Context: an optimization exercise on an open-source flow, tuned for small area, a short achievable clock period and few clock cycles. The choices shown serve that exercise and are no tape-out recipe. In this exercise RTL edits were held to simulation tests only and were not proved equivalent to the original.

[flow/design.v]
module denc (
  input  wire       clk,
  input  wire       rst,          
  input  wire       wr_en,
  input  wire       wr_sel,       
  input  wire [5:0] wr_addr,
  input  wire [7:0] wr_data,
  input  wire [6:0] nlen,
  input  wire       start,
  output wire       busy,
  output wire       done,
  output reg        err_cfg,
  output reg        err_busywr,
  input  wire [6:0] rd_idx,
  output wire [7:0] rd_cost,
  output wire [6:0] rd_trans,
  output wire [6:0] rd_toklen,
  output wire [1:0] rd_kind,
  output wire [5:0] rd_addr
);
  localparam [1:0] K_LIT = 2'd0, K_EXACT = 2'd2, K_APPROX = 2'd3;
  localparam [1:0] ST_IDLE = 2'd0, ST_DONE = 2'd1, ST_RUN = 2'd2;
  reg [1:0] state;
  assign busy = (state == ST_RUN);
  assign done = (state == ST_DONE);
  reg [7:0] ref_mem [0:63];
  reg [7:0] tgt_mem [0:63];
  reg [7:0] cost_mem   [0:63];
  reg [6:0] trans_mem  [0:63];
  reg [6:0] toklen_mem [0:63];
  reg [1:0] kind_mem   [0:63];
  reg [5:0] addr_mem   [0:63];
  reg [6:0] n;
  genvar g, w;
  reg        pf;         
  reg        s0_on;      
  reg        s0_first;   
  reg [5:0]  s0_i;       
  reg [4:0]  s0_c;       
  reg [6:0]  s0_base;    
  reg [6:0]  rem;        
  reg [31:0] tw;         
  reg [63:0] la;         
  reg [63:0] la2;        
  reg [383:0] ld;        
  wire [3:0] endt;
  wire [71:0] endr;
  generate
    for (w = 0; w < 4; w = w + 1) begin : g_endt
      assign endt[w] = (rem <= w);
    end
    for (g = 0; g < 72; g = g + 1) begin : g_endr
      assign endr[g] = (g >= n);
    end
  endgenerate
  wire [63:0]   a_out;
  wire [383:0]  d_out;
  wire [1791:0] ck;           
  wire [255:0]  rn;           
  wire [63:0]   alive_c;      
  generate
    for (g = 0; g < 64; g = g + 1) begin : g_lane
      wire       a_in;
      wire [5:0] d_in;
      if (g >= 4) begin : g_sh
        assign a_in = s0_first | la[g - 4];
        assign d_in = s0_first ? 6'd0 : ld[6*(g-4) +: 6];
        assign alive_c[g] = la2[g - 4];
      end else begin : g_nosh
        assign a_in = s0_first;
        assign d_in = 6'd0;
        assign alive_c[g] = 1'b0;
      end
      wire [3:0] eq, en, m;
      wire [4:0] a;
      assign a[0] = a_in;
      for (w = 0; w < 4; w = w + 1) begin : g_cmp
        if (g + w < 64) begin : g_ref
          assign eq[w] = (ref_mem[g + w] == tw[8*w +: 8]);
        end else begin : g_noref
          assign eq[w] = 1'b0;
        end
        assign en[w] = endr[g + w] | endt[w];
        assign m[w] = ~eq[w] & ((w != 0) | ~s0_first);
        assign a[w+1] = a[w] & ~en[w] & (eq[w] | (w != 0) | ~s0_first);
      end
      wire [5:0] dw0 = d_in;
      wire [5:0] dw1 = d_in + {5'd0, m[0]};
      wire [5:0] dw2 = d_in + {4'd0, {1'b0, m[0]} + {1'b0, m[1]}};
      wire [5:0] dw3 = d_in + {4'd0, {1'b0, m[0]} + {1'b0, m[1]} + {1'b0, m[2]}};
      wire [5:0] dw4 = d_in + {3'd0, {2'b0, m[0]} + {2'b0, m[1]} + {2'b0, m[2]} + {2'b0, m[3]}};
      wire [23:0] dws = {dw3, dw2, dw1, dw0};
      for (w = 0; w < 4; w = w + 1) begin : g_slot
        wire [5:0] dw = dws[6*w +: 6];
        wire q2  = (w >= 2) ? 1'b1 : ~s0_first;    
        wire nz  = (dw != 6'd0);
        wire cv  = a[w] & q2 & (nz | ~eq[w] | en[w]);
        assign ck[7*(4*g + w) +: 7] = {~cv, dw};
        assign rn[4*g + w] = a[w] & q2 & ~nz;
      end
      assign a_out[g] = a[4];
      assign d_out[6*g +: 6] = dw4;
    end
  endgenerate
  wire end_step = ~s0_first & (endt[3] | ~(|alive_c));
  function lt16;              
    input [15:0] a; input [15:0] b;
    reg [15:0] g0, e0;
    reg [7:0]  g1, e1;
    reg [3:0]  g2, e2;
    reg [1:0]  g3, e3;
    integer i;
    begin
      g0 = ~a & b;
      e0 = ~(a ^ b);
      for (i = 0; i < 8; i = i + 1) begin
        g1[i] = g0[2*i+1] | (e0[2*i+1] & g0[2*i]);
        e1[i] = e0[2*i+1] & e0[2*i];
      end
      for (i = 0; i < 4; i = i + 1) begin
        g2[i] = g1[2*i+1] | (e1[2*i+1] & g1[2*i]);
        e2[i] = e1[2*i+1] & e1[2*i];
      end
      for (i = 0; i < 2; i = i + 1) begin
        g3[i] = g2[2*i+1] | (e2[2*i+1] & g2[2*i]);
        e3[i] = e2[2*i+1] & e2[2*i];
      end
      lt16 = g3[1] | (e3[1] & g3[0]);
    end
  endfunction
  function lt7;               
    input [6:0] a; input [6:0] b;
    reg [6:0] g, e;
    reg ga, gb, gc, ea, eb;
    begin
      g = ~a & b;
      e = ~(a ^ b);
      ga = g[6] | (e[6] & g[5]) | (e[6] & e[5] & g[4]);
      ea = e[6] & e[5] & e[4];
      gb = g[3] | (e[3] & g[2]);
      eb = e[3] & e[2];
      gc = g[1] | (e[1] & g[0]);
      lt7 = ga | (ea & gb) | (ea & eb & gc);
    end
  endfunction
  function [3:0] sel4;
    input [6:0] k0, k1, k2, k3;
    reg l10, l20, l30, l21, l31, l32;
    begin
      l10 = lt7(k1, k0); l20 = lt7(k2, k0); l30 = lt7(k3, k0);
      l21 = lt7(k2, k1); l31 = lt7(k3, k1); l32 = lt7(k3, k2);
      sel4[0] = ~l10 & ~l20 & ~l30;
      sel4[1] = l10 & ~l21 & ~l31;
      sel4[2] = l20 & l21 & ~l32;
      sel4[3] = l30 & l31 & l32;
    end
  endfunction
  wire [27:0] r_tk;           
  wire [23:0] r_ti;           
  wire [3:0]  r_rv;           
  reg        s1_v, s1_first, s1_last;
  reg        x64_v;           
  reg [5:0]  x64_d;
  reg        x64_r;
  reg [5:0]  s1_i;
  reg [4:0]  s1_c;
  reg [6:0]  s1_base;
  generate
    for (w = 0; w < 4; w = w + 1) begin : g_tree
      wire [895:0] tk;
      wire [767:0] ti;
      wire [127:0] rv;
      reg  [111:0] p_tk;
      reg  [95:0]  p_ti;
      reg  [15:0]  p_rv;
      for (g = 0; g < 64; g = g + 1) begin : g_leaf
        assign tk[7*(64 + g) +: 7] = ck[7*(4*g + w) +: 7];
        assign ti[6*(64 + g) +: 6] = g;
        assign rv[64 + g] = rn[4*g + w];
      end
      for (g = 16; g < 64; g = g + 1) begin : g_n0
        wire [6:0] lk = tk[7*(2*g) +: 7];
        wire [6:0] rk = tk[7*(2*g+1) +: 7];
        wire pr = lt7(rk, lk);
        assign tk[7*g +: 7] = pr ? rk : lk;
        assign ti[6*g +: 6] = pr ? ti[6*(2*g+1) +: 6] : ti[6*(2*g) +: 6];
        assign rv[g] = rv[2*g] | rv[2*g+1];
      end
      always @(posedge clk) begin
        p_tk <= tk[7*16 +: 112];
        p_ti <= ti[6*16 +: 96];
        p_rv <= rv[31:16];
      end
      wire [27:0] qk;
      wire [23:0] qi;
      wire [3:0]  qr;
      for (g = 0; g < 4; g = g + 1) begin : g_q
        wire [3:0] s = sel4(p_tk[7*(4*g) +: 7], p_tk[7*(4*g+1) +: 7],
                            p_tk[7*(4*g+2) +: 7], p_tk[7*(4*g+3) +: 7]);
        assign qk[7*g +: 7] = ({7{s[0]}} & p_tk[7*(4*g) +: 7])   | ({7{s[1]}} & p_tk[7*(4*g+1) +: 7]) |
                              ({7{s[2]}} & p_tk[7*(4*g+2) +: 7]) | ({7{s[3]}} & p_tk[7*(4*g+3) +: 7]);
        assign qi[6*g +: 6] = ({6{s[0]}} & p_ti[6*(4*g) +: 6])   | ({6{s[1]}} & p_ti[6*(4*g+1) +: 6]) |
                              ({6{s[2]}} & p_ti[6*(4*g+2) +: 6]) | ({6{s[3]}} & p_ti[6*(4*g+3) +: 6]);
        assign qr[g] = |p_rv[4*g +: 4];
      end
      wire [3:0] s = sel4(qk[6:0], qk[13:7], qk[20:14], qk[27:21]);
      wire [6:0] rk = ({7{s[0]}} & qk[6:0])   | ({7{s[1]}} & qk[13:7]) |
                      ({7{s[2]}} & qk[20:14]) | ({7{s[3]}} & qk[27:21]);
      wire [5:0] ri = ({6{s[0]}} & qi[5:0])   | ({6{s[1]}} & qi[11:6]) |
                      ({6{s[2]}} & qi[17:12]) | ({6{s[3]}} & qi[23:18]);
      if (w == 0) begin : g_x64
        wire xw = x64_v & (rk[6] | lt16({10'd0, x64_d}, {10'd0, rk[5:0]}));
        assign r_tk[7*w +: 7] = xw ? {1'b0, x64_d} : rk;
        assign r_ti[6*w +: 6] = xw ? 6'd0 : ri;
        assign r_rv[w] = (|qr) | x64_r;
      end else begin : g_nox64
        assign r_tk[7*w +: 7] = rk;
        assign r_ti[6*w +: 6] = ri;
        assign r_rv[w] = |qr;
      end
    end
  endgenerate
  wire [7:0] cbank [0:3];
  wire [7:0] tbank [0:3];
  wire [6:0] nb_next;         
  generate
    for (g = 0; g < 4; g = g + 1) begin : g_bank
      wire [4:0] cr = s1_base[6:2] + ((g < s1_base[1:0]) ? 5'd1 : 5'd0);
      assign cbank[g] = cr[4] ? 8'd0 : cost_mem[{cr[3:0], g[1:0]}];
      wire [4:0] tr = nb_next[6:2] + ((g < nb_next[1:0]) ? 5'd1 : 5'd0);
      assign tbank[g] = tgt_mem[{tr[3:0], g[1:0]}];
    end
  endgenerate
  wire [31:0] cw;             
  wire [31:0] tw_next;        
  generate
    for (w = 0; w < 4; w = w + 1) begin : g_rot
      wire [1:0] cs = s1_base[1:0] + w;
      assign cw[8*w +: 8] = cbank[cs];
      wire [1:0] ts = nb_next[1:0] + w;
      assign tw_next[8*w +: 8] = tbank[ts];
    end
  endgenerate
  reg        s2_v, s2_first, s2_last;
  reg [5:0]  s2_i;
  reg [4:0]  s2_c;
  reg [27:0] s2_tk;           
  reg [23:0] s2_ti;           
  reg [31:0] s2_b;            
  reg [3:0]  s2_ev;           
  reg [31:0] s2_ex;           
  wire [27:0] s2_k;           
  assign s2_k = {{s2_c, 2'd3}, {s2_c, 2'd2}, {s2_c, 2'd1}, {s2_c, 2'd0}};
  generate
    for (w = 0; w < 4; w = w + 1) begin : g_s1
      wire [6:0] kq = {s1_c, 2'b00} + w;
      wire [6:0] k7 = kq + 7'd7;
      always @(posedge clk) begin
        s2_tk[7*w +: 7] <= r_tk[7*w +: 7];
        s2_ti[6*w +: 6] <= r_ti[6*w +: 6];
        s2_b[8*w +: 8]  <= 8'd3 + {4'd0, k7[6:3]} + cw[8*w +: 8];
        s2_ev[w]        <= r_rv[w] & (kq <= 7'd63);
        s2_ex[8*w +: 8] <= cw[8*w +: 8] + 8'd3;
      end
    end
  endgenerate
  reg        b_v;
  reg [7:0]  b_s;
  reg [5:0]  b_j, b_d;
  reg [6:0]  b_k;
  reg        e_v;
  reg [7:0]  e_x;
  reg [6:0]  e_k;
  reg [5:0]  e_j;             
  wire [27:0] m_tk = s2_tk;
  wire [23:0] m_ti = s2_ti;
  function [7:0] add8;        
    input [7:0] a; input [7:0] b;
    reg [7:0] p, g, p1, g1, p2, g2, g3;
    integer i;
    begin
      p = a ^ b;
      g = a & b;
      for (i = 0; i < 8; i = i + 1) begin
        g1[i] = (i >= 1) ? g[i] | (p[i] & g[i-1]) : g[i];
        p1[i] = (i >= 1) ? p[i] & p[i-1] : p[i];
      end
      for (i = 0; i < 8; i = i + 1) begin
        g2[i] = (i >= 2) ? g1[i] | (p1[i] & g1[i-2]) : g1[i];
        p2[i] = (i >= 2) ? p1[i] & p1[i-2] : p1[i];
      end
      for (i = 0; i < 8; i = i + 1)
        g3[i] = (i >= 4) ? g2[i] | (p2[i] & g2[i-4]) : g2[i];
      add8 = p ^ {g3[6:0], 1'b0};
    end
  endfunction
  wire [4:0]  ea_v;
  wire [39:0] ea_s;
  wire [29:0] ea_j, ea_d;
  wire [34:0] ea_k;
  assign ea_v[0] = ~s2_first & b_v;
  assign ea_s[7:0] = b_s;
  assign ea_j[5:0] = b_j;
  assign ea_d[5:0] = b_d;
  assign ea_k[6:0] = b_k;
  generate
    for (w = 0; w < 4; w = w + 1) begin : g_ea
      assign ea_v[w+1]          = ~m_tk[7*w + 6];
      assign ea_d[6*(w+1) +: 6] = m_tk[7*w +: 6];
      assign ea_s[8*(w+1) +: 8] = add8(s2_b[8*w +: 8], {2'd0, m_tk[7*w +: 6]});
      assign ea_j[6*(w+1) +: 6] = m_ti[6*w +: 6] - {s2_c[3:0], 2'b00};
      assign ea_k[7*(w+1) +: 7] = s2_k[7*w +: 7];
    end
  endgenerate
  wire [24:0] bt;
  generate
    for (g = 0; g < 5; g = g + 1) begin : g_btx
      for (w = 0; w < 5; w = w + 1) begin : g_bty
        if (g != w) begin : g_b
          assign bt[5*g + w] = ea_v[g] & (~ea_v[w] |
              lt16({2'd0, ea_s[8*g +: 8], ea_j[6*g +: 6]}, {2'd0, ea_s[8*w +: 8], ea_j[6*w +: 6]}));
        end else begin : g_nb
          assign bt[5*g + w] = 1'b0;
        end
      end
    end
  endgenerate
  wire [4:0] asel;
  generate
    for (g = 0; g < 5; g = g + 1) begin : g_asel
      wire [4:0] ok;
      for (w = 0; w < 5; w = w + 1) begin : g_ok
        if (w < g) begin : g_e
          assign ok[w] = bt[5*g + w];
        end else if (w > g) begin : g_l
          assign ok[w] = ~bt[5*w + g];
        end else begin : g_s
          assign ok[w] = 1'b1;
        end
      end
      assign asel[g] = &ok;
    end
  endgenerate
  reg        nb_v;
  reg [7:0]  nb_s;
  reg [5:0]  nb_j, nb_d;
  reg [6:0]  nb_k;
  integer xa;
  always @(*) begin
    nb_v = 1'b0; nb_s = 8'd0; nb_j = 6'd0; nb_d = 6'd0; nb_k = 7'd0;
    for (xa = 0; xa < 5; xa = xa + 1) begin
      nb_v = nb_v | (asel[xa] & ea_v[xa]);
      nb_s = nb_s | ({8{asel[xa]}} & ea_s[8*xa +: 8]);
      nb_j = nb_j | ({6{asel[xa]}} & ea_j[6*xa +: 6]);
      nb_d = nb_d | ({6{asel[xa]}} & ea_d[6*xa +: 6]);
      nb_k = nb_k | ({7{asel[xa]}} & ea_k[7*xa +: 7]);
    end
  end
  wire [4:0]  ee_v;
  wire [39:0] ee_x;
  wire [34:0] ee_k;
  assign ee_v[0] = ~s2_first & e_v;
  assign ee_x[7:0] = e_x;
  assign ee_k[6:0] = e_k;
  generate
    for (w = 0; w < 4; w = w + 1) begin : g_ee
      assign ee_v[w+1] = s2_ev[w];
      assign ee_x[8*(w+1) +: 8] = s2_ex[8*w +: 8];
      assign ee_k[7*(w+1) +: 7] = s2_k[7*w +: 7];
    end
  endgenerate
  wire [24:0] et;
  generate
    for (g = 0; g < 5; g = g + 1) begin : g_etx
      for (w = 0; w < 5; w = w + 1) begin : g_ety
        if (g != w) begin : g_b
          assign et[5*g + w] = ee_v[g] & (~ee_v[w] |
              lt16({8'd0, ee_x[8*g +: 8]}, {8'd0, ee_x[8*w +: 8]}));
        end else begin : g_nb
          assign et[5*g + w] = 1'b0;
        end
      end
    end
  endgenerate
  wire [4:0] esel;
  generate
    for (g = 0; g < 5; g = g + 1) begin : g_esel
      wire [4:0] ok;
      for (w = 0; w < 5; w = w + 1) begin : g_ok
        if (w < g) begin : g_e
          assign ok[w] = et[5*g + w];
        end else if (w > g) begin : g_l
          assign ok[w] = ~et[5*w + g];
        end else begin : g_s
          assign ok[w] = 1'b1;
        end
      end
      assign esel[g] = &ok;
    end
  endgenerate
  reg        ne_v;
  reg [7:0]  ne_x;
  reg [6:0]  ne_k;
  always @(*) begin
    ne_v = 1'b0; ne_x = 8'd0; ne_k = 7'd0;
    for (xa = 0; xa < 5; xa = xa + 1) begin
      ne_v = ne_v | (esel[xa] & ee_v[xa]);
      ne_x = ne_x | ({8{esel[xa]}} & ee_x[8*xa +: 8]);
      ne_k = ne_k | ({7{esel[xa]}} & ee_k[7*xa +: 7]);
    end
  end
  wire [3:0] z0;
  generate
    for (w = 0; w < 4; w = w + 1) begin : g_z0
      assign z0[w] = (m_tk[7*w +: 7] == 7'd0);
    end
  endgenerate
  wire [5:0] ne_j = z0[3] ? ea_j[29:24] : z0[2] ? ea_j[23:18] :
                    z0[1] ? ea_j[17:12] : z0[0] ? ea_j[11:6]  : e_j;
  reg        f_v;
  reg [5:0]  f_i;
  reg        f_av;
  reg [7:0]  f_as;
  reg [5:0]  f_aj, f_ad;
  reg [6:0]  f_ak;
  reg        f_ev;
  reg [7:0]  f_ex;
  reg [6:0]  f_ek;
  reg [5:0]  f_ej;
  reg [7:0]  lit;             
  wire       a_lt_l = lt16({8'd0, f_as}, {8'd0, lit});
  wire       e_lt_l = lt16({8'd0, f_ex}, {8'd0, lit});
  wire       e_lt_a = lt16({8'd0, f_ex}, {8'd0, f_as});
  wire       use_a  = f_av & a_lt_l;
  wire       use_e  = f_ev & e_lt_l & (~use_a | e_lt_a);
  wire [7:0] c_new  = use_e ? f_ex : use_a ? f_as : lit;
  wire [6:0] t_a    = {1'b0, f_i} + f_ak;
  wire [6:0] t_e    = {1'b0, f_i} + f_ek;
  wire [6:0] t_l    = {1'b0, f_i} + 7'd1;
  wire [6:0] tr_new = use_e ? t_e : use_a ? t_a : t_l;
  wire [3:0] a_bm   = f_ak[6:3] + {3'd0, (f_ak[2:0] != 3'd0)};
  wire [6:0] a_tl   = 7'd3 + {3'd0, a_bm} + {1'b0, f_ad};
  wire [6:0] tl_new = use_e ? 7'd3 : use_a ? a_tl : 7'd2;
  wire [1:0] kd_new = use_e ? K_EXACT : use_a ? K_APPROX : K_LIT;
  wire [5:0] ad_new = use_e ? f_ej : use_a ? f_aj : 6'd0;
  assign nb_next = pf ? n - 7'd1 :
                   end_step ? {1'b0, s0_i} - 7'd1 : s0_base + 7'd4;
  wire start_ok = (state != ST_RUN) && !wr_en && start && (nlen <= 7'd64);
  always @(posedge clk) begin
    if (rst) begin
      state      <= ST_IDLE;
      err_cfg    <= 1'b0;
      err_busywr <= 1'b0;
      pf         <= 1'b0;
      s0_on      <= 1'b0;
      s1_v       <= 1'b0;
      s2_v       <= 1'b0;
      f_v        <= 1'b0;
    end else begin
      case (state)
        ST_IDLE, ST_DONE: begin
          if (wr_en) begin
            state <= ST_IDLE;
          end else if (start) begin
            if (nlen > 7'd64) begin
              err_cfg <= 1'b1;
            end else begin
              state <= ST_RUN;
              pf    <= 1'b1;
            end
          end
        end
        default: begin
          if (wr_en || start) err_busywr <= 1'b1;
          if (pf && n == 7'd0) state <= ST_DONE;
          if (f_v && f_i == 6'd0) state <= ST_DONE;
        end
      endcase
      if (pf) begin
        pf      <= 1'b0;
        s0_on   <= (n != 7'd0);
      end else if (s0_on && end_step && s0_i == 6'd0) begin
        s0_on   <= 1'b0;
      end
      s1_v     <= s0_on;
      s2_v     <= s1_v;
      f_v      <= s2_v & s2_last;
    end
  end
  always @(posedge clk) begin
    if (start_ok)
      n <= nlen;
    if (pf) begin
      s0_i     <= n[5:0] - 6'd1;
      s0_c     <= 5'd0;
      s0_first <= 1'b1;
    end else if (end_step) begin
      s0_i     <= s0_i - 6'd1;
      s0_c     <= 5'd0;
      s0_first <= 1'b1;
    end else begin
      s0_c     <= s0_c + 5'd1;
      s0_first <= 1'b0;
    end
    s0_base <= nb_next;
    if (pf)
      rem <= 7'd1;
    else if (end_step)
      rem <= n - {1'b0, s0_i} + 7'd1;
    else
      rem <= (rem < 7'd4) ? 7'd0 : rem - 7'd4;
    tw      <= tw_next;
    la      <= a_out;
    la2     <= a_out & ~endr[70:7];
    ld      <= d_out;
    x64_v    <= ~s0_first & la[60];
    x64_r    <= ~s0_first & la[60] & (ld[6*60 +: 6] == 6'd0);
    x64_d    <= ld[6*60 +: 6];
    s1_first <= s0_first;
    s1_last  <= end_step;
    s1_i     <= s0_i;
    s1_c     <= s0_c;
    s1_base  <= s0_base;
    s2_first <= s1_first;
    s2_last  <= s1_last;
    s2_i     <= s1_i;
    s2_c     <= s1_c;
    if (s2_v) begin
      b_v <= nb_v; b_s <= nb_s; b_j <= nb_j; b_d <= nb_d; b_k <= nb_k;
      e_v <= ne_v; e_x <= ne_x; e_k <= ne_k; e_j <= ne_j;
    end
    if (s2_v && s2_last) begin
      f_i  <= s2_i;
      f_av <= nb_v; f_as <= nb_s; f_aj <= nb_j; f_ad <= nb_d; f_ak <= nb_k;
      f_ev <= ne_v; f_ex <= ne_x; f_ek <= ne_k; f_ej <= ne_j;
    end
    if (pf)
      lit <= 8'd2;
    else if (f_v)
      lit <= c_new + 8'd2;
  end
  always @(posedge clk) begin
    if (!rst && state != ST_RUN && wr_en) begin
      if (wr_sel) tgt_mem[wr_addr] <= wr_data;
      else        ref_mem[wr_addr] <= wr_data;
    end
  end
  always @(posedge clk) begin
    if (!rst && start_ok) begin
      if (!nlen[6]) cost_mem[nlen[5:0]] <= 8'd0;
    end else if (!rst && f_v) begin
      cost_mem[f_i]   <= c_new;
      trans_mem[f_i]  <= tr_new;
      toklen_mem[f_i] <= tl_new;
      kind_mem[f_i]   <= kd_new;
      addr_mem[f_i]   <= ad_new;
    end
  end
  assign rd_cost   = rd_idx[6] ? 8'd0 : cost_mem[rd_idx[5:0]];
  assign rd_trans  = trans_mem[rd_idx[5:0]];
  assign rd_toklen = toklen_mem[rd_idx[5:0]];
  assign rd_kind   = kind_mem[rd_idx[5:0]];
  assign rd_addr   = addr_mem[rd_idx[5:0]];
endmodule
[flow/run.sh]
#!/bin/bash
# synth_recipe.tcl (not shown) runs the flow's synth.tcl, then flattens the netlist and writes it again
# the make line also repeats each setting of config.mk as NAME=value (left out here)
make -C /OpenROAD-flow-scripts/flow DESIGN_CONFIG=/design/flow/config.mk WORK_HOME=/design/flow/orfs CLKGATE_MAP_FILE= SYNTH_SCRIPT=/design/flow/synth_recipe.tcl finish
[flow/config.mk]
export PLATFORM = sky130hd
export DESIGN_NAME = denc
export DESIGN_NICKNAME = denc
export VERILOG_FILES = /design/flow/design.v
export SDC_FILE = /design/flow/constraint.sdc
export NUM_CORES = 4
export LEC_CHECK = 0
export CAP_MARGIN = 20
export CORE_MARGIN = 2
export CORE_UTILIZATION = 40
export SETUP_SLACK_MARGIN = 3.0
export SLEW_MARGIN = 20
[flow/constraint.sdc]
create_clock -name core_clock -period 10.0 [get_ports {clk}]
set_input_delay 2.0000 -clock core_clock [delete_from_list [all_inputs] [get_ports {clk}]]
set_output_delay 2.0000 -clock core_clock [all_outputs]
set_load 0.01 [all_outputs]
==> results of run 1 <==
registers in the layout, summed over array words and instances, names as in the netlist, 126 cells and up:
signal	cells
addr_mem	384
cost_mem	512
g_tree.p_ti	126
g_tree.p_tk	413
kind_mem	128
ld	342
ref_mem	512
tgt_mem	512
toklen_mem	448
trans_mem	448
area by class of cell:
type                       count  area share, %
inverter                    2190           2.62
sequential                  4358           37.4
clock buffer                 604           4.07
timing repair buffer         873           2.76
antenna                       60         0.0476
clock inverter               278          0.952
timing repair inverter         1        0.00278
tap                         9300           3.69
multi-input combinational  17444           48.4
worst paths after layout:
kind	from	end
setup / recovery	s0_first$_SDFF_PP1_	g_tree[3].p_tk[79]$_DFF_P_
hold / removal	s1_i[0]$_DFF_P_	s2_i[0]$_DFF_P_
hold reg to reg	s1_i[0]$_DFF_P_	s2_i[0]$_DFF_P_
setup reg to reg	s0_first$_SDFF_PP1_	g_tree[3].p_tk[79]$_DFF_P_
cells in the final DEF (no fill, tap or decap), types with 88 or more instances in the layout:
cell                        instances
sky130_fd_sc_hd__nor2b_1          554
sky130_fd_sc_hd__or4_1             92
sky130_fd_sc_hd__nor3_1           311
sky130_fd_sc_hd__o21bai_1         101
sky130_fd_sc_hd__nor4_1           256
sky130_fd_sc_hd__a22oi_1          152
sky130_fd_sc_hd__mux2i_1          999
sky130_fd_sc_hd__fa_1             366
sky130_fd_sc_hd__clkbuf_1          88
sky130_fd_sc_hd__ha_1            2536
sky130_fd_sc_hd__buf_12            95
sky130_fd_sc_hd__nor2_2           153
sky130_fd_sc_hd__nand2_1         1226
sky130_fd_sc_hd__o21ai_0          759
sky130_fd_sc_hd__a21o_1           304
sky130_fd_sc_hd__buf_4            652
sky130_fd_sc_hd__mux4_2           862
sky130_fd_sc_hd__xnor2_1         1972
sky130_fd_sc_hd__nand4_1          530
sky130_fd_sc_hd__clkbuf_16        480
sky130_fd_sc_hd__mux2_2           205
sky130_fd_sc_hd__and3b_1           99
sky130_fd_sc_hd__edfxtp_1        3063
sky130_fd_sc_hd__nand2b_1         229
sky130_fd_sc_hd__inv_1           2173
sky130_fd_sc_hd__nor2_1          1348
sky130_fd_sc_hd__xor2_1           869
sky130_fd_sc_hd__a31oi_1          113
sky130_fd_sc_hd__o21a_1           360
sky130_fd_sc_hd__or3_1            146
sky130_fd_sc_hd__dfxtp_1         1254
sky130_fd_sc_hd__a21oi_1          826
sky130_fd_sc_hd__nand3_1          511
worst register-to-register path, stage by stage, from the launching register on:
cell                        delay, ns
sky130_fd_sc_hd__dfxtp_4         0.49
sky130_fd_sc_hd__inv_16          0.35
sky130_fd_sc_hd__buf_6           0.46
sky130_fd_sc_hd__o21ai_0         0.21
sky130_fd_sc_hd__buf_4           0.22
sky130_fd_sc_hd__fa_1            0.49
sky130_fd_sc_hd__inv_1           0.04
sky130_fd_sc_hd__ha_1            0.23
sky130_fd_sc_hd__fa_1            0.46
sky130_fd_sc_hd__xor2_1          0.21
sky130_fd_sc_hd__or4_1           0.54
sky130_fd_sc_hd__nor3_2          0.27
sky130_fd_sc_hd__a31oi_1         0.21
sky130_fd_sc_hd__inv_1           0.14
sky130_fd_sc_hd__ha_1            0.23
sky130_fd_sc_hd__a21o_2          0.28
sky130_fd_sc_hd__mux2i_1         0.32
sky130_fd_sc_hd__inv_1           0.09
sky130_fd_sc_hd__ha_1            0.29
sky130_fd_sc_hd__and3_1          0.21
sky130_fd_sc_hd__a2111oi_2       0.48
sky130_fd_sc_hd__o2bb2ai_4       0.28
sky130_fd_sc_hd__mux2_2          0.38
per-layer routing:
metal / routed length (um) / vias to the layer above / track usage (%)
met1: 441000 / 104312 / 39.2
li1: - / 91482 / -
met4: 88300 / 36 / 19.9
met3: 101000 / 2666 / 6.02
met5: 271 / - / 0
met2: 493000 / 10584 / 47.1
logic make-up after synthesis:
logic type | after synthesis | share of synthesized area (%)
flops | 4358 | 41.9
simple gates | 6019 | 10.8
buf+inv | 3526 | 4.76
fa+ha+maj | 2912 | 13.9
xor+xnor | 2858 | 8.92
other cells | 2 | 0.00267
compound gates | 3547 | 8.23
mux | 2098 | 11.4
timing repair:
item                                    CTS  global route
resized for setup                       208           260
endpoints found under the setup margin  459           399
pin swaps                                10            25
gates cloned                             12             2
buffers inserted                        121            75
==> impl_metrics.toml, run 1 <==
[layout]
layout.area.seq_um2 = 118000
fin_nets = 28282
drive_above_1_share_pct = 13.0
design_area_um2 = 315000
final_cells = 35108
utilization_pct = 44.9
n_fill_cell = 64383
multi_input_comb_area_um2 = 153000
area_delta_synth_final_pct = 12.1

[clocking]
cts_made_buffers = 471
clk_pin_slew_ns = 0.06
clock_sink_count = 4358
h_tree_levels = 5
cts-root-to-sink-buffers = 4
clock_tree_root_driver_cell = "sky130_fd_sc_hd__clkbuf_16"
hold_buffers = 0
clock_latency_ns = 1.12
tritoncts_clock_tree = "built"

[logic_synthesis]
postSynthAreaPerCell_um2 = 11.1
fraction_of_registers_with_async_set_reset_pct = 0
synth_seq_cells = 4358
postSynthCellCount = 25320
ys_dominant_reg_cell = "sky130_fd_sc_hd__edfxtp_1"
synthTopCellsByCount = "sky130_fd_sc_hd__edfxtp_1, sky130_fd_sc_hd__ha_1, sky130_fd_sc_hd__inv_1"
synth-edff-count = 3063
synth-warning-count = 1
synth-seq-area-share_pct = 41.9
synth.cell_area_um2 = 281000
synthMostInstantiatedCell = "sky130_fd_sc_hd__edfxtp_1"
yosys.area.top_type = "sky130_fd_sc_hd__edfxtp_1"
synth_cell_types = 114
synth_top_cell_area_share_pct = 32.7
largest_cells_by_area_after_synthesis = "sky130_fd_sc_hd__edfxtp_1, sky130_fd_sc_hd__ha_1, sky130_fd_sc_hd__dfxtp_1"

[detailed_routing]
antenna_left = 0
via_count = 209080
drt-pass1-iter-count = 9
wl_per_cell_um = 32.0
drc_errors = 0
post_drt_via_cell_ratio = 5.96
routed_wirelength_um = 1120000
detail_route.iter0.violations = 24290

[sta]
timing.final.hold_violations = 0
fin_tns_setup_ns = 0
skew_ns = 0.108
maxClockFrequency_mhz = 142
number_of_slew_limit_violations_in_the_final_report = 0
fin_ws_ns = 2.94
tightest_slew_ns = 1.29
finalWorstPathRequiredPeriod_ns = 7.06
tightest_slew_margin_relative_to_the_limit_pct = 13.3
rsz_0062_raised_after_global_routing = "true"
fin_worst_hold_slack_ns = 0.330
count_of_endpoints_failing_setup_in_the_final_report = 0
min_period_over_period_pct = 70.6

[setup_path]
setup.worst_path.end_class = "register"
timing.reg2reg.worst_path_depth = 22
cp_slowest_stage_delay_ns = 0.54
worst-path-max-fanout = 27
crit_cells = 22
number_of_buffer_and_inverter_stages_on_the_critical_path = 6
timing.setup.critical_path_class = "reg2reg"
crit_slowest_cell = "sky130_fd_sc_hd__or4_1"
worstPathArrival_ns = 7.99
path_delay_family = "adder cells"
r2r_slack_ns = 2.94
worst-endpoint-required_ns = 10.93
cp_cell_sequence = "inv_16, buf_6, o21ai_0, buf_4, fa_1, inv_1, ha_1, fa_1, xor2_1, or4_1, nor3_2, a31oi_1, inv_1, ha_1, a21o_2, mux2i_1, inv_1, ha_1, and3_1, a2111oi_2, o2bb2ai_4, mux2_2"
start_kind = "register"

[floorplanning]
die_h_um = 843
initial_utilization_pct = 40.1
die-area_um2 = 710000
std_cell_rows = 308
core_footprint_um2 = 702000
die_outline_width_um = 843
io_pins = 67

[placement]
place.gp.congestion = 1.02
post-dp-hpwl_um = 827000
preCtsSetupSlack_ns = 1.77
place.port_buffers = 66
detailed_place.area_um2 = 295000
placedCellCount = 33952

[min_path]
min_path_type = "reg2reg"
count_of_cells_along_the_worst_hold_path = 0

[grt]
grt_max_degree = 109
grtUsageTotal_pct = 30.5
gr-total-overflow = 0
grt_pass1_wl_um = 1560000
first_global_vias = 203143
grt_antenna_before_repair = 86

[status]
result_of_the_run = "finished clean"

[flow_run]
timing.max_cap.violations = 0
Testbench counts, summed over its fixed seeds: cycles 34,792.
==> run 2: changes to the inputs <==
--- a/flow/design.v
+++ b/flow/design.v
@@ -33,4 +33,20 @@
   reg [6:0] n;
   genvar g, w;
+  function [5:0] addc;
+    input [5:0] d; input [2:0] c;
+    reg k0, l1, cy, inc;
+    begin
+      k0  = d[0] & c[0];
+      l1  = d[1] ^ c[1];
+      cy  = (d[1] & c[1]) | (k0 & l1);
+      inc = cy | c[2];
+      addc = {d[5] ^ (inc & d[2] & d[3] & d[4]),
+              d[4] ^ (inc & d[2] & d[3]),
+              d[3] ^ (inc & d[2]),
+              d[2] ^ inc,
+              l1 ^ k0,
+              d[0] ^ c[0]};
+    end
+  endfunction
   reg        pf;         
   reg        s0_on;      
@@ -86,13 +102,16 @@
       end
       wire [5:0] dw0 = d_in;
-      wire [5:0] dw1 = d_in + {5'd0, m[0]};
-      wire [5:0] dw2 = d_in + {4'd0, {1'b0, m[0]} + {1'b0, m[1]}};
-      wire [5:0] dw3 = d_in + {4'd0, {1'b0, m[0]} + {1'b0, m[1]} + {1'b0, m[2]}};
-      wire [5:0] dw4 = d_in + {3'd0, {2'b0, m[0]} + {2'b0, m[1]} + {2'b0, m[2]} + {2'b0, m[3]}};
+      wire [2:0] c2 = {1'b0, m[0]} + {1'b0, m[1]};
+      wire [2:0] c3 = c2 + {2'b0, m[2]};
+      wire [2:0] c4 = c3 + {2'b0, m[3]};
+      wire [5:0] dw1 = addc(d_in, {2'd0, m[0]});
+      wire [5:0] dw2 = addc(d_in, c2);
+      wire [5:0] dw3 = addc(d_in, c3);
+      wire [5:0] dw4 = addc(d_in, c4);
       wire [23:0] dws = {dw3, dw2, dw1, dw0};
       for (w = 0; w < 4; w = w + 1) begin : g_slot
         wire [5:0] dw = dws[6*w +: 6];
         wire q2  = (w >= 2) ? 1'b1 : ~s0_first;    
-        wire nz  = (dw != 6'd0);
+        wire nz  = (d_in != 6'd0) | ((w >= 1) & m[0]) | ((w >= 2) & m[1]) | ((w >= 3) & m[2]);
         wire cv  = a[w] & q2 & (nz | ~eq[w] | en[w]);
         assign ck[7*(4*g + w) +: 7] = {~cv, dw};
@@ -103,5 +122,5 @@
     end
   endgenerate
-  wire end_step = ~s0_first & (endt[3] | ~(|alive_c));
+  wire end_step = s0_first ? ~(|a_out) : (endt[3] | ~(|alive_c));
   function lt16;              
     input [15:0] a; input [15:0] b;
@@ -171,7 +190,7 @@
       wire [767:0] ti;
       wire [127:0] rv;
-      reg  [111:0] p_tk;
-      reg  [95:0]  p_ti;
-      reg  [15:0]  p_rv;
+      reg  [223:0] p_tk;
+      reg  [191:0] p_ti;
+      reg  [31:0]  p_rv;
       for (g = 0; g < 64; g = g + 1) begin : g_leaf
         assign tk[7*(64 + g) +: 7] = ck[7*(4*g + w) +: 7];
@@ -179,5 +198,5 @@
         assign rv[64 + g] = rn[4*g + w];
       end
-      for (g = 16; g < 64; g = g + 1) begin : g_n0
+      for (g = 32; g < 64; g = g + 1) begin : g_n0
         wire [6:0] lk = tk[7*(2*g) +: 7];
         wire [6:0] rk = tk[7*(2*g+1) +: 7];
@@ -188,7 +207,18 @@
       end
       always @(posedge clk) begin
-        p_tk <= tk[7*16 +: 112];
-        p_ti <= ti[6*16 +: 96];
-        p_rv <= rv[31:16];
+        p_tk <= tk[7*32 +: 224];
+        p_ti <= ti[6*32 +: 192];
+        p_rv <= rv[63:32];
+      end
+      wire [111:0] hk;
+      wire [95:0]  hi;
+      wire [15:0]  hr;
+      for (g = 0; g < 16; g = g + 1) begin : g_n1
+        wire [6:0] lk = p_tk[7*(2*g) +: 7];
+        wire [6:0] rk = p_tk[7*(2*g+1) +: 7];
+        wire pr = lt7(rk, lk);
+        assign hk[7*g +: 7] = pr ? rk : lk;
+        assign hi[6*g +: 6] = pr ? p_ti[6*(2*g+1) +: 6] : p_ti[6*(2*g) +: 6];
+        assign hr[g] = p_rv[2*g] | p_rv[2*g+1];
       end
       wire [27:0] qk;
@@ -196,11 +226,11 @@
       wire [3:0]  qr;
       for (g = 0; g < 4; g = g + 1) begin : g_q
-        wire [3:0] s = sel4(p_tk[7*(4*g) +: 7], p_tk[7*(4*g+1) +: 7],
-                            p_tk[7*(4*g+2) +: 7], p_tk[7*(4*g+3) +: 7]);
-        assign qk[7*g +: 7] = ({7{s[0]}} & p_tk[7*(4*g) +: 7])   | ({7{s[1]}} & p_tk[7*(4*g+1) +: 7]) |
-                              ({7{s[2]}} & p_tk[7*(4*g+2) +: 7]) | ({7{s[3]}} & p_tk[7*(4*g+3) +: 7]);
-        assign qi[6*g +: 6] = ({6{s[0]}} & p_ti[6*(4*g) +: 6])   | ({6{s[1]}} & p_ti[6*(4*g+1) +: 6]) |
-                              ({6{s[2]}} & p_ti[6*(4*g+2) +: 6]) | ({6{s[3]}} & p_ti[6*(4*g+3) +: 6]);
-        assign qr[g] = |p_rv[4*g +: 4];
+        wire [3:0] s = sel4(hk[7*(4*g) +: 7], hk[7*(4*g+1) +: 7],
+                            hk[7*(4*g+2) +: 7], hk[7*(4*g+3) +: 7]);
+        assign qk[7*g +: 7] = ({7{s[0]}} & hk[7*(4*g) +: 7])   | ({7{s[1]}} & hk[7*(4*g+1) +: 7]) |
+                              ({7{s[2]}} & hk[7*(4*g+2) +: 7]) | ({7{s[3]}} & hk[7*(4*g+3) +: 7]);
+        assign qi[6*g +: 6] = ({6{s[0]}} & hi[6*(4*g) +: 6])   | ({6{s[1]}} & hi[6*(4*g+1) +: 6]) |
+                              ({6{s[2]}} & hi[6*(4*g+2) +: 6]) | ({6{s[3]}} & hi[6*(4*g+3) +: 6]);
+        assign qr[g] = |hr[4*g +: 4];
       end
       wire [3:0] s = sel4(qk[6:0], qk[13:7], qk[20:14], qk[27:21]);
@@ -209,16 +239,36 @@
       wire [5:0] ri = ({6{s[0]}} & qi[5:0])   | ({6{s[1]}} & qi[11:6]) |
                       ({6{s[2]}} & qi[17:12]) | ({6{s[3]}} & qi[23:18]);
+      assign r_tk[7*w +: 7] = rk;
+      assign r_ti[6*w +: 6] = ri;
       if (w == 0) begin : g_x64
-        wire xw = x64_v & (rk[6] | lt16({10'd0, x64_d}, {10'd0, rk[5:0]}));
-        assign r_tk[7*w +: 7] = xw ? {1'b0, x64_d} : rk;
-        assign r_ti[6*w +: 6] = xw ? 6'd0 : ri;
         assign r_rv[w] = (|qr) | x64_r;
       end else begin : g_nox64
-        assign r_tk[7*w +: 7] = rk;
-        assign r_ti[6*w +: 6] = ri;
         assign r_rv[w] = |qr;
       end
     end
   endgenerate
+  reg        f_v;
+  reg [5:0]  f_i;
+  reg        f_av;
+  reg [7:0]  f_as;
+  reg [5:0]  f_aj;
+  reg [6:0]  f_ad;            
+  reg [6:0]  f_ak;            
+  reg [6:0]  f_lt;            
+  reg        f_ev;
+  reg [7:0]  f_ex;
+  reg [6:0]  f_ek;            
+  reg [5:0]  f_ej;
+  reg [7:0]  lit;             
+  wire       a_lt_l = lt16({8'd0, f_as}, {8'd0, lit});
+  wire       e_lt_l = lt16({8'd0, f_ex}, {8'd0, lit});
+  wire       e_lt_a = lt16({8'd0, f_ex}, {8'd0, f_as});
+  wire       use_a  = f_av & a_lt_l;
+  wire       use_e  = f_ev & e_lt_l & (~use_a | e_lt_a);
+  wire [7:0] c_new  = use_e ? f_ex : use_a ? f_as : lit;
+  wire [6:0] tr_new = use_e ? f_ek : use_a ? f_ak : f_lt;
+  wire [6:0] tl_new = use_e ? 7'd3 : use_a ? f_ad : 7'd2;
+  wire [1:0] kd_new = use_e ? K_EXACT : use_a ? K_APPROX : K_LIT;
+  wire [5:0] ad_new = use_e ? f_ej : use_a ? f_aj : 6'd0;
   wire [7:0] cbank [0:3];
   wire [7:0] tbank [0:3];
@@ -237,5 +287,6 @@
     for (w = 0; w < 4; w = w + 1) begin : g_rot
       wire [1:0] cs = s1_base[1:0] + w;
-      assign cw[8*w +: 8] = cbank[cs];
+      wire [6:0] ci = s1_base + w;
+      assign cw[8*w +: 8] = (f_v && ci == {1'b0, f_i}) ? c_new : cbank[cs];
       wire [1:0] ts = nb_next[1:0] + w;
       assign tw_next[8*w +: 8] = tbank[ts];
@@ -250,4 +301,6 @@
   reg [3:0]  s2_ev;           
   reg [31:0] s2_ex;           
+  reg        s2_x64_v;
+  reg [5:0]  s2_x64_d;
   wire [27:0] s2_k;           
   assign s2_k = {{s2_c, 2'd3}, {s2_c, 2'd2}, {s2_c, 2'd1}, {s2_c, 2'd0}};
@@ -267,12 +320,14 @@
   reg        b_v;
   reg [7:0]  b_s;
-  reg [5:0]  b_j, b_d;
-  reg [6:0]  b_k;
+  reg [5:0]  b_j;
+  reg [6:0]  b_d;             
+  reg [6:0]  b_k;             
   reg        e_v;
   reg [7:0]  e_x;
-  reg [6:0]  e_k;
+  reg [6:0]  e_k;             
   reg [5:0]  e_j;             
-  wire [27:0] m_tk = s2_tk;
-  wire [23:0] m_ti = s2_ti;
+  wire x64_win = s2_x64_v & (s2_tk[6] | lt16({10'd0, s2_x64_d}, {10'd0, s2_tk[5:0]}));
+  wire [27:0] m_tk = {s2_tk[27:7], x64_win ? {1'b0, s2_x64_d} : s2_tk[6:0]};
+  wire [23:0] m_ti = {s2_ti[23:6], x64_win ? 6'd0 : s2_ti[5:0]};
   function [7:0] add8;        
     input [7:0] a; input [7:0] b;
@@ -297,18 +352,19 @@
   wire [4:0]  ea_v;
   wire [39:0] ea_s;
-  wire [29:0] ea_j, ea_d;
-  wire [34:0] ea_k;
+  wire [29:0] ea_j;
+  wire [34:0] ea_d, ea_k;
   assign ea_v[0] = ~s2_first & b_v;
   assign ea_s[7:0] = b_s;
   assign ea_j[5:0] = b_j;
-  assign ea_d[5:0] = b_d;
+  assign ea_d[6:0] = b_d;
   assign ea_k[6:0] = b_k;
   generate
     for (w = 0; w < 4; w = w + 1) begin : g_ea
       assign ea_v[w+1]          = ~m_tk[7*w + 6];
-      assign ea_d[6*(w+1) +: 6] = m_tk[7*w +: 6];
+      wire [6:0] k7 = s2_k[7*w +: 7] + 7'd7;
+      assign ea_d[7*(w+1) +: 7] = 7'd3 + {3'd0, k7[6:3]} + {1'b0, m_tk[7*w +: 6]};
       assign ea_s[8*(w+1) +: 8] = add8(s2_b[8*w +: 8], {2'd0, m_tk[7*w +: 6]});
       assign ea_j[6*(w+1) +: 6] = m_ti[6*w +: 6] - {s2_c[3:0], 2'b00};
-      assign ea_k[7*(w+1) +: 7] = s2_k[7*w +: 7];
+      assign ea_k[7*(w+1) +: 7] = {1'b0, s2_i} + s2_k[7*w +: 7];
     end
   endgenerate
@@ -344,14 +400,15 @@
   reg        nb_v;
   reg [7:0]  nb_s;
-  reg [5:0]  nb_j, nb_d;
+  reg [5:0]  nb_j;
+  reg [6:0]  nb_d;
   reg [6:0]  nb_k;
   integer xa;
   always @(*) begin
-    nb_v = 1'b0; nb_s = 8'd0; nb_j = 6'd0; nb_d = 6'd0; nb_k = 7'd0;
+    nb_v = 1'b0; nb_s = 8'd0; nb_j = 6'd0; nb_d = 7'd0; nb_k = 7'd0;
     for (xa = 0; xa < 5; xa = xa + 1) begin
       nb_v = nb_v | (asel[xa] & ea_v[xa]);
       nb_s = nb_s | ({8{asel[xa]}} & ea_s[8*xa +: 8]);
       nb_j = nb_j | ({6{asel[xa]}} & ea_j[6*xa +: 6]);
-      nb_d = nb_d | ({6{asel[xa]}} & ea_d[6*xa +: 6]);
+      nb_d = nb_d | ({7{asel[xa]}} & ea_d[7*xa +: 7]);
       nb_k = nb_k | ({7{asel[xa]}} & ea_k[7*xa +: 7]);
     end
@@ -367,5 +424,5 @@
       assign ee_v[w+1] = s2_ev[w];
       assign ee_x[8*(w+1) +: 8] = s2_ex[8*w +: 8];
-      assign ee_k[7*(w+1) +: 7] = s2_k[7*w +: 7];
+      assign ee_k[7*(w+1) +: 7] = {1'b0, s2_i} + s2_k[7*w +: 7];
     end
   endgenerate
@@ -418,30 +475,4 @@
   wire [5:0] ne_j = z0[3] ? ea_j[29:24] : z0[2] ? ea_j[23:18] :
                     z0[1] ? ea_j[17:12] : z0[0] ? ea_j[11:6]  : e_j;
-  reg        f_v;
-  reg [5:0]  f_i;
-  reg        f_av;
-  reg [7:0]  f_as;
-  reg [5:0]  f_aj, f_ad;
-  reg [6:0]  f_ak;
-  reg        f_ev;
-  reg [7:0]  f_ex;
-  reg [6:0]  f_ek;
-  reg [5:0]  f_ej;
-  reg [7:0]  lit;             
-  wire       a_lt_l = lt16({8'd0, f_as}, {8'd0, lit});
-  wire       e_lt_l = lt16({8'd0, f_ex}, {8'd0, lit});
-  wire       e_lt_a = lt16({8'd0, f_ex}, {8'd0, f_as});
-  wire       use_a  = f_av & a_lt_l;
-  wire       use_e  = f_ev & e_lt_l & (~use_a | e_lt_a);
-  wire [7:0] c_new  = use_e ? f_ex : use_a ? f_as : lit;
-  wire [6:0] t_a    = {1'b0, f_i} + f_ak;
-  wire [6:0] t_e    = {1'b0, f_i} + f_ek;
-  wire [6:0] t_l    = {1'b0, f_i} + 7'd1;
-  wire [6:0] tr_new = use_e ? t_e : use_a ? t_a : t_l;
-  wire [3:0] a_bm   = f_ak[6:3] + {3'd0, (f_ak[2:0] != 3'd0)};
-  wire [6:0] a_tl   = 7'd3 + {3'd0, a_bm} + {1'b0, f_ad};
-  wire [6:0] tl_new = use_e ? 7'd3 : use_a ? a_tl : 7'd2;
-  wire [1:0] kd_new = use_e ? K_EXACT : use_a ? K_APPROX : K_LIT;
-  wire [5:0] ad_new = use_e ? f_ej : use_a ? f_aj : 6'd0;
   assign nb_next = pf ? n - 7'd1 :
                    end_step ? {1'b0, s0_i} - 7'd1 : s0_base + 7'd4;
@@ -517,4 +548,6 @@
     x64_r    <= ~s0_first & la[60] & (ld[6*60 +: 6] == 6'd0);
     x64_d    <= ld[6*60 +: 6];
+    s2_x64_v <= x64_v;
+    s2_x64_d <= x64_d;
     s1_first <= s0_first;
     s1_last  <= end_step;
@@ -532,4 +565,5 @@
     if (s2_v && s2_last) begin
       f_i  <= s2_i;
+      f_lt <= {1'b0, s2_i} + 7'd1;
       f_av <= nb_v; f_as <= nb_s; f_aj <= nb_j; f_ad <= nb_d; f_ak <= nb_k;
       f_ev <= ne_v; f_ex <= ne_x; f_ek <= ne_k; f_ej <= ne_j;
--- a/flow/config.mk
+++ b/flow/config.mk
@@ -9,4 +9,4 @@
 export CORE_MARGIN = 2
 export CORE_UTILIZATION = 40
-export SETUP_SLACK_MARGIN = 3.0
+export SETUP_SLACK_MARGIN = 3.5
 export SLEW_MARGIN = 20
==> run 2 against run 1 <==
Against the previous run:
- still clean on timing, DRC and antenna
- non-clock buffer count increased by 799
- cell count increased by 3.3%
- count of clock-buffer cells in the layout increased by 88
- critical path depth increased by 1
- setup slack improved by 0.31 ns
- synthesized cell count decreased by 1.9%
==> impl_metrics.toml, run 2 <==
[layout]
n_fill_cell = 64687
area_delta_synth_final_pct = 17.9
utilization_pct = 47.3
fin_nets = 29821
multi_input_comb_area_um2 = 158000
layout.area.seq_um2 = 128000
most_common_cell_after_layout_fill_and_taps_aside = "sky130_fd_sc_hd__ha_1"
layout_common_cells = "sky130_fd_sc_hd__ha_1, sky130_fd_sc_hd__edfxtp_1, sky130_fd_sc_hd__inv_1"
largest_reg_flops = 828
final_cells = 36267
max_flop_register = "g_tree.p_tk"
drive_above_1_share_pct = 20.0
design_area_um2 = 342000

[sta]
count_of_endpoints_failing_setup_in_the_final_report = 0
fin_worst_hold_slack_ns = 0.320
timing.final.hold_violations = 0
maxClockFrequency_mhz = 148
skew_ns = 0.0534
tightest_slew_margin_relative_to_the_limit_pct = 4.35
fin_tns_setup_ns = 0
finalWorstPathRequiredPeriod_ns = 6.75
rsz_0062_raised_after_global_routing = "true"
number_of_slew_limit_violations_in_the_final_report = 0
min_period_over_period_pct = 67.5
tightest_slew_ns = 1.43

[grt]
first_global_vias = 208489
grtUsageTotal_pct = 30.7
grt_antenna_before_repair = 111
grt_max_degree = 91
grt_pass1_wl_um = 1600000
gr-total-overflow = 0

[detailed_routing]
routed_wirelength_um = 1170000
wl_per_cell_um = 32.3
antenna_left = 0
drt-pass1-iter-count = 9
post_drt_via_cell_ratio = 5.97
via_count = 216389
detail_route.iter0.violations = 25997
drc_errors = 0

[clocking]
h_tree_levels = 6
clk_pin_slew_ns = 0.06
tritoncts_clock_tree = "built"
hold_buffers = 0
clock_latency_ns = 1.13
clock_tree_root_driver_cell = "sky130_fd_sc_hd__clkbuf_16"
clock_sink_count = 4851
cts_made_buffers = 551
cts-root-to-sink-buffers = 4

[placement]
place.port_buffers = 66
place.gp.congestion = 1.08
post-dp-hpwl_um = 851000
placedCellCount = 34318
detailed_place.area_um2 = 306000

[setup_path]
setup.worst_path.end_class = "register"
worst-endpoint-required_ns = 10.98
rr_endpoint = "tw[27]$_DFF_P_"
timing.setup.critical_path_class = "reg2reg"
worst-path-max-fanout = 20
start_kind = "register"
r2r_slack_ns = 3.25
timing.reg2reg.worst_path_depth = 23
cp-startpoint = "n[6]$_DFFE_PP_"
r2r-start = "n[6]$_DFFE_PP_"
worstPathArrival_ns = 7.72

[floorplanning]
io_pins = 67
initial_utilization_pct = 40.1
die_h_um = 855
die-area_um2 = 732000
std_cell_rows = 312
die_outline_width_um = 855
core_footprint_um2 = 722000

[logic_synthesis]
synth_compound_area_share_pct = 7.81
synth.cell_area_um2 = 290000
synth_cell_types = 104
largest_cells_by_area_after_synthesis = "sky130_fd_sc_hd__edfxtp_1, sky130_fd_sc_hd__ha_1, sky130_fd_sc_hd__dfxtp_1"
postSynthAreaPerCell_um2 = 11.7
synth-warning-count = 1
synthTopCellsByCount = "sky130_fd_sc_hd__ha_1, sky130_fd_sc_hd__edfxtp_1, sky130_fd_sc_hd__inv_1"
synth_top_cell_area_share_pct = 31.8
yosys.area.top_type = "sky130_fd_sc_hd__edfxtp_1"
adder_cell_fraction_of_synth_area_pct = 16.5
synth-edff-count = 3072
synthMostInstantiatedCell = "sky130_fd_sc_hd__ha_1"
post_synth_xor_area_fraction_pct = 7.16
synth-seq-area-share_pct = 44.1
post_synth_and_or_nand_nor_area_fraction_pct = 9.67
synth.mux.area_fraction_pct = 10.7
fraction_of_registers_with_async_set_reset_pct = 0
postSynthCellCount = 24831
ys_dominant_reg_cell = "sky130_fd_sc_hd__edfxtp_1"
synth_seq_cells = 4851
synth_top_family_by_area = "adder cells"

[flow_run]
timing.max_cap.violations = 0

[min_path]
whs_endpoint = "s2_x64_d[5]$_DFF_P_"
hold_start = "x64_d[5]$_DFF_P_"
min_path_type = "reg2reg"
count_of_cells_along_the_worst_hold_path = 0

[status]
result_of_the_run = "finished clean"
-- run 2: changes by cell type in the layout (fill, tap and decap cells not counted), sizes merged, moves of 391 or more --
cell,delta
mux2,+391
xor2,+828
xnor2,-1320
mux2i,-542
ha,+763
dfxtp,+484
buf,+811
-- run 2: cell type report --
class	instances	share of cell area, %
multi-input cells	16925	46.4
flip-flops and latches	4851	37.5
repair buffers	1672	4.82
clock buffers	692	4.36
well taps	9577	3.51
inverters	2162	2.39
clock inverters	316	1.04
diodes	71	0.0520
repair inverters	1	0.00220
-- run 2: worst max-delay path by stage --
stage	slack, ns	depth (start not counted)	endpoint
finish	3.25	23	tw[27]$_DFF_P_
global route	3.24	19	tw[2]$_DFF_P_
CTS	3.28	10	rd_cost[5]
detailed placement	0.56	24	tw[0]$_DFF_P_
global placement	0.72	24	tw[16]$_DFF_P_
floorplan	3.50	7	rd_cost[2]
-- run 2: cells by family (layout without fill, tap and decap cells) --
group / after synthesis / after routing
adder cells (fa/ha/maj): 3624 / 3624
buffers and inverters: 3066 / 4843
other: 2 / 81
AO/OA/AOI/OAI: 3430 / 3430
XOR/XNOR: 2366 / 2366
AND/OR/NAND/NOR: 5541 / 5544
flip-flops: 4851 / 4851
multiplexers: 1951 / 1951
-- run 2: timing repair --
| action | 4_1_cts | 5_1_grt |
|---|---|---|
| hold endpoints to repair | 0 | 0 |
| gates resized for setup | 1021 | 742 |
| buffers inserted | 432 | 384 |
| pin swaps | 105 | 214 |
| gates cloned | 42 | 9 |
| setup endpoints to repair | 217 | 228 |
-- run 2: worst max-delay path: stages (launching register included) --
cell	delay (ns)
sky130_fd_sc_hd__edfxtp_1	0.49
sky130_fd_sc_hd__buf_6	0.23
sky130_fd_sc_hd__or4bb_4	0.56
sky130_fd_sc_hd__nor3_4	0.40
sky130_fd_sc_hd__nand2b_4	0.25
sky130_fd_sc_hd__nor4b_4	0.07
sky130_fd_sc_hd__a311oi_4	0.68
sky130_fd_sc_hd__o2111ai_2	0.26
sky130_fd_sc_hd__or4_4	0.55
sky130_fd_sc_hd__nor2_4	0.17
sky130_fd_sc_hd__nor2_4	0.09
sky130_fd_sc_hd__clkinv_4	0.14
sky130_fd_sc_hd__a21oi_2	0.08
sky130_fd_sc_hd__o21ai_4	0.31
sky130_fd_sc_hd__buf_6	0.20
sky130_fd_sc_hd__nor2_4	0.05
sky130_fd_sc_hd__ha_4	0.15
sky130_fd_sc_hd__ha_2	0.37
sky130_fd_sc_hd__buf_12	0.17
sky130_fd_sc_hd__mux4_2	0.33
sky130_fd_sc_hd__mux4_2	0.52
sky130_fd_sc_hd__mux2_2	0.30
sky130_fd_sc_hd__nor2_1	0.12
sky130_fd_sc_hd__a221oi_1	0.07
-- run 2: metal layers --
layer / up-vias / GRT usage [%] / share of wire (%)
li1: 93151 / - / -
met3: 3242 / 7.70 / 10
met2: 12003 / 46.7 / 43
met1: 107935 / 39.5 / 39
met4: 58 / 18.4 / 7.6
met5: - / 0 / 0.034
-- run 2: through the flow --
stage                     worst slack, ns
after global routing                 3.24
after detailed placement            0.558
final                                3.25
after CTS                            3.28
after floorplan                      3.50
after global placement              0.719
Testbench counts of run 2, summed over its fixed seeds: cycles 33,571.

[port drivers added, routing unchanged]
No port has a modelled driver above. Below, the same layouts with a new extraction and two added sets of constraints.
Step 1 assumes that a clkbuf_16 drives the clock port and a buf_2 every other input.
Step 2 times the ports against the registers' clock, not the clock port: input delays grow and output delays shrink by t, the midpoint of the rising clock arrivals with the driver on.
Slacks: ideal ports / drivers / drivers and shift; pairs: ideal ports / drivers.
run | shift t [ns] | setup slack, ns | clock arrival spread, ns | slew at the worst register clock pin (ns) | worst slew at a driven data input, ns
run 1 | 1.203 | 2.942 / 2.710 / 2.710 | 0.116 / 0.116 | 0.08 / 0.08 | 0.43
run 2 | 1.234 | 3.253 / 3.057 / 2.374 | 0.061 / 0.061 | 0.07 / 0.07 | 0.34
After both steps setup and hold are still met in every run listed. The setup slack of run 2, which loses most, moves by -0.196 ns with the drivers and by -0.879 ns with both steps.
